This design comes from an exercise in tuning for small area, a short achievable clock period and few clock cycles per item on the open sky130 flow, not from production work.
In this exercise RTL edits were held to simulation tests only and were not proved equivalent to the original.
Power and IR drop assume default switching activity.

== indigo ==
Design fc_codec, start of the top module:
module fc_codec (
    input  wire       clk,
    input  wire       rst,         
    input  wire       req_valid,
    output wire       req_ready,
    input  wire [7:0] req_data,
    output wire       res_valid,
    input  wire       res_ready,
    output wire [7:0] res_data
);
export LEC_CHECK = 0
export CAP_MARGIN = 20
export CORE_MARGIN = 2
export CORE_UTILIZATION = 65
export CTS_CLUSTER_DIAMETER = 80
export CTS_CLUSTER_SIZE = 30
export SLEW_MARGIN = 20
create_clock -name core_clock -period 10.0 [get_ports {clk}]
standard.sh (not shown) runs the stock make flow with config.mk's settings and CLKGATE_MAP_FILE= SYNTH_SCRIPT=/design/flow/synth_recipe.tcl, a recipe that flattens the netlist after the stock synthesis.
==> flow/flow/run.sh <==
#!/bin/bash
# The standard layout (the standard.sh: standard synthesis, floorplan,
# power grid, placement, CTS and routing, all unchanged) with timing repair
# told to keep 6.75 ns of setup slack on the 10 ns clock, i.e. to aim at a
# 3.25 ns cycle, instead of stopping once paths fit in the clock.
set -euo pipefail
bash standard.sh SETUP_SLACK_MARGIN=6.75 finish > standard_flow.log 2>&1
indigo closes out successfully: all stages finished, all timing, DRC and antenna checks passed.
Testbench counts of indigo, summed over its fixed seeds: cycles 38,935, items 1,280.
--- input diff indigo..nickel ---
-- flow/config.mk --
<<< indigo, line 8
export CAP_MARGIN = 20
export CORE_MARGIN = 2
export CORE_UTILIZATION = 65
export CTS_CLUSTER_DIAMETER = 80
export CTS_CLUSTER_SIZE = 30
>>> nickel, line 8
export CAP_MARGIN = 20
export CORE_MARGIN = 2
export CORE_UTILIZATION = 60
export CTS_CLUSTER_DIAMETER = 80
export CTS_CLUSTER_SIZE = 30
==> comparison <==
- Summary of nickel over indigo: clock-cell share of area increased 0.16 points; total half-perimeter wirelength after legalization and detailed placement increased 4.6%; site row count increased about 3.5%; depth of the worst register-to-register path essentially unchanged; global-route met1 utilization decreased 0.62 points.
- In nickel, the clock network fraction of total power came out 0.2 points above the value in indigo.
- Diff indigo..nickel | combinational cell fraction of total power | negligible
Relative to nickel, the following input files were edited for onyx:
==> flow/flow/run.sh <==
#!/bin/bash
# The standard layout (the standard.sh: standard synthesis, floorplan,
# power grid, placement, CTS and routing, all unchanged) with timing repair
# told to keep 6.7 ns of setup slack on the 10 ns clock, i.e. to aim at a
# 3.3 ns cycle, instead of stopping once paths fit in the clock.
set -euo pipefail
bash standard.sh SETUP_SLACK_MARGIN=6.7 finish > standard_flow.log 2>&1
-- flow/config.mk --
<<< nickel, line 10
export CORE_UTILIZATION = 60
export CTS_CLUSTER_DIAMETER = 80
export CTS_CLUSTER_SIZE = 30
export SLEW_MARGIN = 20
>>> onyx, line 10
export CORE_UTILIZATION = 60
export CTS_CLUSTER_DIAMETER = 80
export CTS_CLUSTER_SIZE = 24
export SLEW_MARGIN = 20
Notes after the runs:
Diff nickel -> onyx | area of all placed cells without fillers | up slightly
From onyx to nickel, net count of the mapped netlist did not move at all.
Post-cts repair resize count (onyx over nickel): decrease, about 6%
STATUS worst clock skew on the final layout: onyx loses against nickel
Compared to nickel, onyx has largest fanout of any net on the critical path 59 higher.
Per the comparison of onyx with nickel, utilization grew by 0.39 points; number of placed I/O pins held steady.
From nickel to onyx the numbers moved as follows: global-route wire length before repair decreased by 0.80% relative to the old numbers; synthesized cell area closely matched the old numbers; routed wire length decreased by 1.7% relative to the old numbers.
Worst path setup slack after routing ends up lower on onyx.

========
v8:
fc_codec again, from the RTL that the note above started with.
Settings: LEC_CHECK=0, CAP_MARGIN=20, CORE_MARGIN=2, CORE_UTILIZATION=50, CTS_CLUSTER_DIAMETER=80, CTS_CLUSTER_SIZE=30, SLEW_MARGIN=20; clock period 10.0 ns.
==> flow/flow/run.sh <==
#!/bin/bash
# The standard layout (the standard.sh: standard synthesis, floorplan,
# power grid, placement, CTS and routing, all unchanged) with timing repair
# told to keep 6.7 ns of setup slack on the 10 ns clock, i.e. to aim at a
# 3.3 ns cycle, instead of stopping once paths fit in the clock.
set -euo pipefail
bash standard.sh SETUP_SLACK_MARGIN=6.7 finish > standard_flow.log 2>&1
v8 reached the end of the flow, and the finished layout is clean on the timing, design-rule and antenna checks.
Testbench counts of v8, summed over its fixed seeds: cycles 38,935, items 1,280.
Changes in v42 relative to v8:
# v8
export LEC_CHECK = 0
export CAP_MARGIN = 20
export CORE_MARGIN = 2
export CORE_UTILIZATION = 50
export CTS_CLUSTER_DIAMETER = 80
export CTS_CLUSTER_SIZE = 30
export SLEW_MARGIN = 20
create_clock -name core_clock -period 10.0 [get_ports {clk}]
# v42
export LEC_CHECK = 0
export CAP_MARGIN = 20
export CORE_MARGIN = 2
export CORE_UTILIZATION = 60
export CTS_CLUSTER_DIAMETER = 80
export CTS_CLUSTER_SIZE = 30
export SLEW_MARGIN = 20
create_clock -name core_clock -period 10.0 [get_ports {clk}]
- v42: no failed stages, no open violations at the end
- Between v8 and v42, the flow reports internal portion of total power decreasing slightly.
- Between v42 and v8, the difference in combinational power share is negligible.
- v42 vs. v8: synthesized cell count essentially unchanged; sequential logic power essentially unchanged.
- Compared with v8, total power divided by cell area in v42 decreased slightly.
- On v42: via count of the first global-routing pass is 431 lower than what v8 gave.
- v42: wire length lower than v8
- v42 ends up with a worst slew margin relative to its limit that is 2.1 points higher than in v8.
Here is what was changed in the inputs of v1 compared with v42.
# v42
export LEC_CHECK = 0
export CAP_MARGIN = 20
export CORE_MARGIN = 2
export CORE_UTILIZATION = 60
export CTS_CLUSTER_DIAMETER = 80
export CTS_CLUSTER_SIZE = 30
export SLEW_MARGIN = 20
create_clock -name core_clock -period 10.0 [get_ports {clk}]
# v1
export LEC_CHECK = 0
export CAP_MARGIN = 20
export CORE_MARGIN = 2
export CORE_UTILIZATION = 50
export CTS_CLUSTER_DIAMETER = 80
export CTS_CLUSTER_SIZE = 20
export SLEW_MARGIN = 20
create_clock -name core_clock -period 10.0 [get_ports {clk}]
Findings:
- Delta (v1 minus v42): multi-input logic area about even; remaining design rule violation count about even.
- Setup WNS v42 -> v1: worse
- Against v42, final estimated routing congestion in global placement in v1 fell slightly.
- v1 vs v42, final area went up by about 2.8%.
- [compare] base=v42 new=v1: standby leakage power went up 0.75 nW, floorplan die area went up 21000 sq um, share of the cycle needed by the critical path after routing went up 0.33 points.
- v1 vs. v42: cell count now sits higher, clock transition at the register clock pins on the worst setup and hold paths after CTS now sits lower.
## Diff of input files: v30 against v1
# v1
export LEC_CHECK = 0
export CAP_MARGIN = 20
export CORE_MARGIN = 2
export CORE_UTILIZATION = 50
export CTS_CLUSTER_DIAMETER = 80
export CTS_CLUSTER_SIZE = 20
export SLEW_MARGIN = 20
create_clock -name core_clock -period 10.0 [get_ports {clk}]
# v30
export LEC_CHECK = 0
export CAP_MARGIN = 20
export CORE_MARGIN = 2
export CORE_UTILIZATION = 65
export CTS_CLUSTER_DIAMETER = 80
export CTS_CLUSTER_SIZE = 30
export SLEW_MARGIN = 20
create_clock -name core_clock -period 10.0 [get_ports {clk}]
### Flow results
Taking v1 as the reference, in v30 combinational power lost about 4%, switching power as a share of total power level, count of plain and timing-repair buffers down 14, total power dropped about 7%.
Share of the final layout cell area in sequential cells sits higher in v30 than in v1.

[afterwards: timing with drivers on the ports]
The results above use ideal ports. As a check the final layouts listed here were re-extracted and re-timed, cells and wires unchanged. Step 1 assumes that a clkbuf_16 drives the clock port and a buf_2 every other input. Step 2 times the ports against the registers' clock, not the clock port: input delays grow and output delays shrink by t, the midpoint of the rising clock arrivals with the driver on. a / b / c = ideal ports / drivers / drivers and shift; a / b = the first two.
run	shift t [ns]	setup WS [ns]	hold slack, ns	worst setup path after step 2	latest minus earliest clock arrival (ns)
indigo	0.774	6.758 / 6.690 / 6.103	0.296 / 0.296 / 0.296	input to register	0.063 / 0.063
nickel	0.763	6.722 / 6.656 / 6.079	0.315 / 0.315 / 0.315	input to register	0.041 / 0.040
onyx	0.776	6.650 / 6.637 / 5.861	0.314 / 0.314 / 0.314	input to register	0.046 / 0.046
v8	0.779	6.761 / 6.691 / 6.004	0.320 / 0.320 / 0.320	input to register	0.029 / 0.030
v42	0.772	6.738 / 6.669 / 6.015	0.305 / 0.305 / 0.305	input to register	0.047 / 0.047
v1	0.821	6.704 / 6.632 / 6.020	0.314 / 0.314 / 0.314	input to register	0.062 / 0.062
v30	0.782	6.719 / 6.639 / 6.107	0.313 / 0.313 / 0.313	input to register	0.045 / 0.045
After both steps setup and hold are still met in every run listed. The setup slack of onyx, which loses most, moves by -0.013 ns with the drivers and by -0.789 ns with both steps.
